Source: an optimization exercise on an open RTL-to-GDS flow (aim: small area). Production flows keep margins and buffers that such runs may drop.
In this exercise RTL edits were held to simulation tests only and were not proved equivalent to the original.
Power and IR drop assume default switching activity.

## lane 1
// sfte
module sfte (
    input  wire        clk,
    input  wire        rst,
    input  wire        reg_wr,
    input  wire [7:0]  reg_addr,
    input  wire [31:0] reg_wdata,
    output reg  [31:0] reg_rdata,
    output wire        host_irq,
    output reg         host_en,
    output reg         host_we,
    output reg  [31:0] host_addr,
    output reg  [7:0]  host_wdata,
    input  wire [7:0]  host_rdata,
    output reg         shm_en,
    output reg         shm_we,
    output reg         shm_wide,
    output reg  [14:0] shm_addr,
    output reg  [31:0] shm_wdata,
    input  wire [31:0] shm_rdata,
    input  wire        peer_notify,
    input  wire [15:0] peer_code,
    input  wire        peer_read_out,
    output wire [15:0] mbx_out,
    output wire        peer_irq
);
    localparam [15:0] CODE_DL_READY       = 16'h0A01;
    localparam [15:0] CODE_FRAME_ACK      = 16'h0A02;
    localparam [15:0] CODE_BOOTING        = 16'h0A03;
    localparam [15:0] CODE_UL_READY       = 16'h0B01;
    localparam [15:0] CODE_UL_FRAME_READY = 16'h0B02;
    localparam [7:0] OP_MAP_BOOT = 8'h01, OP_MAP_DL = 8'h02, OP_SET_MAGIC = 8'h03,
                     OP_PREPARE = 8'h10, OP_LOAD_BIN = 8'h11, OP_LOAD_NV = 8'h12,
                     OP_XMIT = 8'h13, OP_UL_STEP1 = 8'h20, OP_UL_STEP2 = 8'h21,
                     OP_BOOT_START = 8'h30, OP_CP_START = 8'h31, OP_CRASH_LOG = 8'h40;
    localparam [2:0] R_OK = 3'd1, R_TIMEOUT = 3'd2, R_MISMATCH = 3'd3,
                     R_NOMEM = 3'd4, R_INVALID = 3'd5;
    localparam [2:0] DL_IDLE = 3'd0, DL_AWAIT = 3'd1, DL_PEER_READY = 3'd2,
                     DL_TRANSFERRING = 3'd3, DL_COMPLETE = 3'd4, DL_TIMEOUT = 3'd5;
    localparam [2:0] UL_IDLE = 3'd0, UL_HANDSHAKE = 3'd1, UL_FRAME_LOOP = 3'd2,
                     UL_DONE = 3'd3, UL_TIMEOUT = 3'd4;
    localparam [2:0] BT_NONE = 3'd0, BT_WAIT = 3'd1, BT_BOOTED = 3'd2,
                     BT_INIT_END_SENT = 3'd3, BT_TIMEOUT = 3'd4;
  ...
clock: 12.0 ns
lec_check: 0
cap_margin: 20
core_margin: 2
core_utilization: 55
cts_buf_list: sky130_fd_sc_hd__clkbuf_2 sky130_fd_sc_hd__clkbuf_4 sky130_fd_sc_hd__clkbuf_8
place_density: 0.7
slew_margin: 20
run.sh (not shown) runs the stock make flow with config.mk's settings and CLKGATE_MAP_FILE= SYNTH_SCRIPT=/design/flow/synth_recipe.tcl, a recipe that flattens the netlist after the stock synthesis.
Lane 1: done, clean on timing, DRC and antenna
#### Input delta (lane 2 over lane 1)
Settings: a change of CTS_BUF_LIST from sky130_fd_sc_hd__clkbuf_2 sky130_fd_sc_hd__clkbuf_4 sky130_fd_sc_hd__clkbuf_8 to sky130_fd_sc_hd__clkbuf_4; an added CTS_CLUSTER_SIZE of 20; a change of PLACE_DENSITY from 0.7 to 0.5; a change of CORE_UTILIZATION from 55 to 30.
Notes after the runs:
Delta(portion of the clock cycle consumed by the worst path in the final layout, lane 2 - lane 1) > 0. Compared with lane 1, lane 2 improves first-iteration DRC count. The higher wire length reported by the detailed router came out of lane 2. Against lane 1, lane 2 reports a hold slack that is lower. Lane 2: final instance area is about 2.6% higher than what lane 1 reported.

* * *

Another version of the RTL of sfte (not shown whole).
Size in the first run: ~600 flip-flops, ~240 I/O pins, roughly 0.033 mm² of cells after synthesis.
==> flow/config.mk <==
export PLATFORM = sky130hd
export DESIGN_NAME = sfte
export DESIGN_NICKNAME = sfte
export VERILOG_FILES = /design/flow/design.v
export SDC_FILE = /design/flow/constraint.sdc
export NUM_CORES = 4
export LEC_CHECK = 0
export CAP_MARGIN = 20
export CORE_MARGIN = 2
export CORE_UTILIZATION = 30
export CTS_BUF_LIST = sky130_fd_sc_hd__clkbuf_16
export CTS_CLUSTER_DIAMETER = 80
export CTS_CLUSTER_SIZE = 30
export GPL_TIMING_DRIVEN = 0
export PLACE_DENSITY = 0.5
export SLEW_MARGIN = 20
==> flow/constraint.sdc <==
create_clock -name core_clock -period 12.0 [get_ports {clk}]
set_input_delay 2.4000 -clock core_clock [delete_from_list [all_inputs] [get_ports {clk}]]
set_output_delay 2.4000 -clock core_clock [all_outputs]
set_load 0.01 [all_outputs]
standard.sh (not shown) runs the stock make flow with config.mk's settings and CLKGATE_MAP_FILE= SYNTH_SCRIPT=/design/flow/synth_recipe.tcl, a recipe that flattens the netlist after the stock synthesis.
==> flow/flow/run.sh <==
#!/bin/bash
# Standard layout, with the port buffers made from the smallest buffer cell
# and the synthesis buffers removed at floorplan.
export BUFFER_PORTS_ARGS="-buffer_cell sky130_fd_sc_hd__buf_1"
export REMOVE_ABC_BUFFERS=1
bash standard.sh > standard.log 2>&1
Rerun with:
==> flow/flow/run.sh (replaced) <==
#!/bin/bash
# Standard layout, with the port buffers made from the smallest buffer cell.
export BUFFER_PORTS_ARGS="-buffer_cell sky130_fd_sc_hd__buf_1"
bash standard.sh > standard.log 2>&1
--- a/flow/config.mk
+++ b/flow/config.mk
@@ -12,5 +12,4 @@
 export CTS_CLUSTER_DIAMETER = 80
 export CTS_CLUSTER_SIZE = 30
-export GPL_TIMING_DRIVEN = 0
 export PLACE_DENSITY = 0.5
 export SLEW_MARGIN = 20
Global-route usage is about the same.
Setup slack degrades by 0.15 ns.
Power grows by 1.6%.
Synthesized cell count does not change.
Fmax shrinks by 1.3%.
Cell area shrinks by 3.3%.

* * *

Another version of the RTL of sfte (not shown whole).
Size: about 3100 cells after synthesis, about 600 flip-flops, about 33000 sq um of cells after synthesis.
## sfte
module sfte (
    input  wire        clk,
    input  wire        rst,
    input  wire        reg_wr,
    input  wire [7:0]  reg_addr,
    input  wire [31:0] reg_wdata,
    output reg  [31:0] reg_rdata,
    output wire        host_irq,
    output reg         host_en,
    output reg         host_we,
    output reg  [31:0] host_addr,
    output reg  [7:0]  host_wdata,
    input  wire [7:0]  host_rdata,
    output reg         shm_en,
    output reg         shm_we,
    output reg         shm_wide,
    output reg  [14:0] shm_addr,
    output reg  [31:0] shm_wdata,
    input  wire [31:0] shm_rdata,
    input  wire        peer_notify,
    input  wire [15:0] peer_code,
    input  wire        peer_read_out,
    output wire [15:0] mbx_out,
    output wire        peer_irq
);
Settings: LEC_CHECK=0, CAP_MARGIN=0, CORE_MARGIN=2, CORE_UTILIZATION=30, CTS_BUF_LIST=sky130_fd_sc_hd__clkbuf_16, CTS_CLUSTER_DIAMETER=150, CTS_CLUSTER_SIZE=24, PLACE_DENSITY=0.5, SLEW_MARGIN=0; clock period 12.0 ns.
==> flow/flow/run.sh <==
#!/bin/bash
# Standard layout, with the port buffers made from the smallest buffer cell.
export BUFFER_PORTS_ARGS="-buffer_cell sky130_fd_sc_hd__buf_1"
bash standard.sh > standard.log 2>&1
==> next run, changes <==
==> flow/flow/run.sh (replaced) <==
#!/bin/bash
# Standard layout, with the port buffers made from the smallest buffer cell
# and a clock tree of clkbuf_16 without dummy balancing loads.
export BUFFER_PORTS_ARGS="-buffer_cell sky130_fd_sc_hd__buf_1"
export CTS_ARGS="-sink_clustering_enable -repair_clock_nets -sink_clustering_size 24 -sink_clustering_max_diameter 150 -buf_list sky130_fd_sc_hd__clkbuf_16 -dont_use_dummy_load"
bash standard.sh > standard.log 2>&1
--- a/flow/config.mk
+++ b/flow/config.mk
@@ -10,6 +10,3 @@
 export CORE_UTILIZATION = 30
-export CTS_BUF_LIST = sky130_fd_sc_hd__clkbuf_16
-export CTS_CLUSTER_DIAMETER = 150
-export CTS_CLUSTER_SIZE = 24
-export PLACE_DENSITY = 0.5
+export PLACE_DENSITY = 0.7
 export SLEW_MARGIN = 0
=> The changed run passed the timing, DRC and antenna checks; register-to-register slack is better by 0.15 ns; global-route usage goes down by 0.41 points; clock skew hardly moves; sequential share of layout area goes up by 0.19 points.
==> next run, changes <==
--- a/flow/flow/run.sh
+++ b/flow/flow/run.sh
@@ -5,2 +5,3 @@
 export CTS_ARGS="-sink_clustering_enable -repair_clock_nets -sink_clustering_size 24 -sink_clustering_max_diameter 150 -buf_list sky130_fd_sc_hd__clkbuf_16 -dont_use_dummy_load"
+export GPL_KEEP_OVERFLOW=0.3
 bash standard.sh > standard.log 2>&1
--- a/flow/config.mk
+++ b/flow/config.mk
@@ -10,3 +10,3 @@
 export CORE_UTILIZATION = 30
-export PLACE_DENSITY = 0.7
+export PLACE_DENSITY = 0.5
 export SLEW_MARGIN = 0
Maximum frequency went up by 0.68%.
Area after synthesis stays the same.
Final cell count barely changes.
Final area stays flat.
==> next run, changes <==
==> flow/flow/run.sh (replaced) <==
#!/bin/bash
# Standard layout, with the port buffers made from the smallest buffer cell
# and a clock tree of clkbuf_16 without dummy balancing loads.
export BUFFER_PORTS_ARGS="-buffer_cell sky130_fd_sc_hd__buf_1"
export CTS_ARGS="-sink_clustering_enable -repair_clock_nets -sink_clustering_size 30 -sink_clustering_max_diameter 80 -buf_list sky130_fd_sc_hd__clkbuf_16 -dont_use_dummy_load"
bash standard.sh > standard.log 2>&1
Outcome:
- setup slack loses 0.021 ns
- cell count stays flat
- critical path depth rises by 1
- power rises by a few percent
- die area stays the same
- hold slack loses 0.0053 ns
- register-to-register slack loses 0.22 ns
- sequential cell count is unchanged
- wire length rises slightly
==> next run, changes <==
==> flow/flow/run.sh (replaced) <==
#!/bin/bash
# Standard layout, with the port buffers made from the smallest buffer cell
# and a clock tree of clkbuf_16 without dummy balancing loads.
export BUFFER_PORTS_ARGS="-buffer_cell sky130_fd_sc_hd__buf_1"
export CTS_ARGS="-sink_clustering_enable -repair_clock_nets -sink_clustering_size 24 -sink_clustering_max_diameter 150 -buf_list sky130_fd_sc_hd__clkbuf_16 -dont_use_dummy_load"
bash standard.sh > standard.log 2>&1
The changed run finished with timing, DRC and antenna clean. Routed wire length came out lower slightly. Final cell count stays flat. Register-to-register slack is about the same. Worst setup slack degrades by 0.065 ns. Sequential share of layout area came out higher by 0.31 points. Utilization came out lower by 0.24 points. Via count came out lower slightly.

==> separate check: timing with driven ports <==
Ports are ideal in the flow. The routed layouts listed here were re-timed in OpenROAD.
Step 1 assumes that a clkbuf_16 drives the clock port and a buf_2 every other input.
Step 2 times the ports against the registers' clock, not the clock port: input delays grow and output delays shrink by t, the midpoint of the rising clock arrivals with the driver on.
Slacks: ideal / step 1 / step 2; pairs: ideal / step 1.
run	t (ns)	setup WS [ns]	clock arrival spread, ns	worst data-port slew with drivers (ns)	pins driven straight from the clock port
lane 1	0.805	3.228 / 3.050 / 3.050	0.051 / 0.052	0.29	1
lane 2	1.173	2.795 / 2.689 / 2.689	0.081 / 0.081	0.16	1
the first run of note 2	0.698	0.329 / 0.257 / 0.954	0.046 / 0.047	0.17	1
the second run of note 2	0.704	0.175 / 0.104 / 0.808	0.078 / 0.078	0.10	1
the first run of note 3	0.723	0.261 / 0.194 / 0.917	0.052 / 0.052	0.11	1
the second run of note 3	0.714	0.202 / 0.133 / 0.847	0.051 / 0.050	0.09	1
the third run of note 3	0.703	0.282 / 0.214 / 0.917	0.075 / 0.075	0.10	1
the fourth run of note 3	0.679	0.261 / 0.186 / 0.865	0.103 / 0.104	0.13	1
the fifth run of note 3	0.703	0.196 / 0.128 / 0.830	0.078 / 0.077	0.11	1
After both steps setup and hold are still met in every run listed. For lane 1, which loses most, drivers alone change the setup slack by -0.178 ns; drivers and shift together by -0.178 ns.
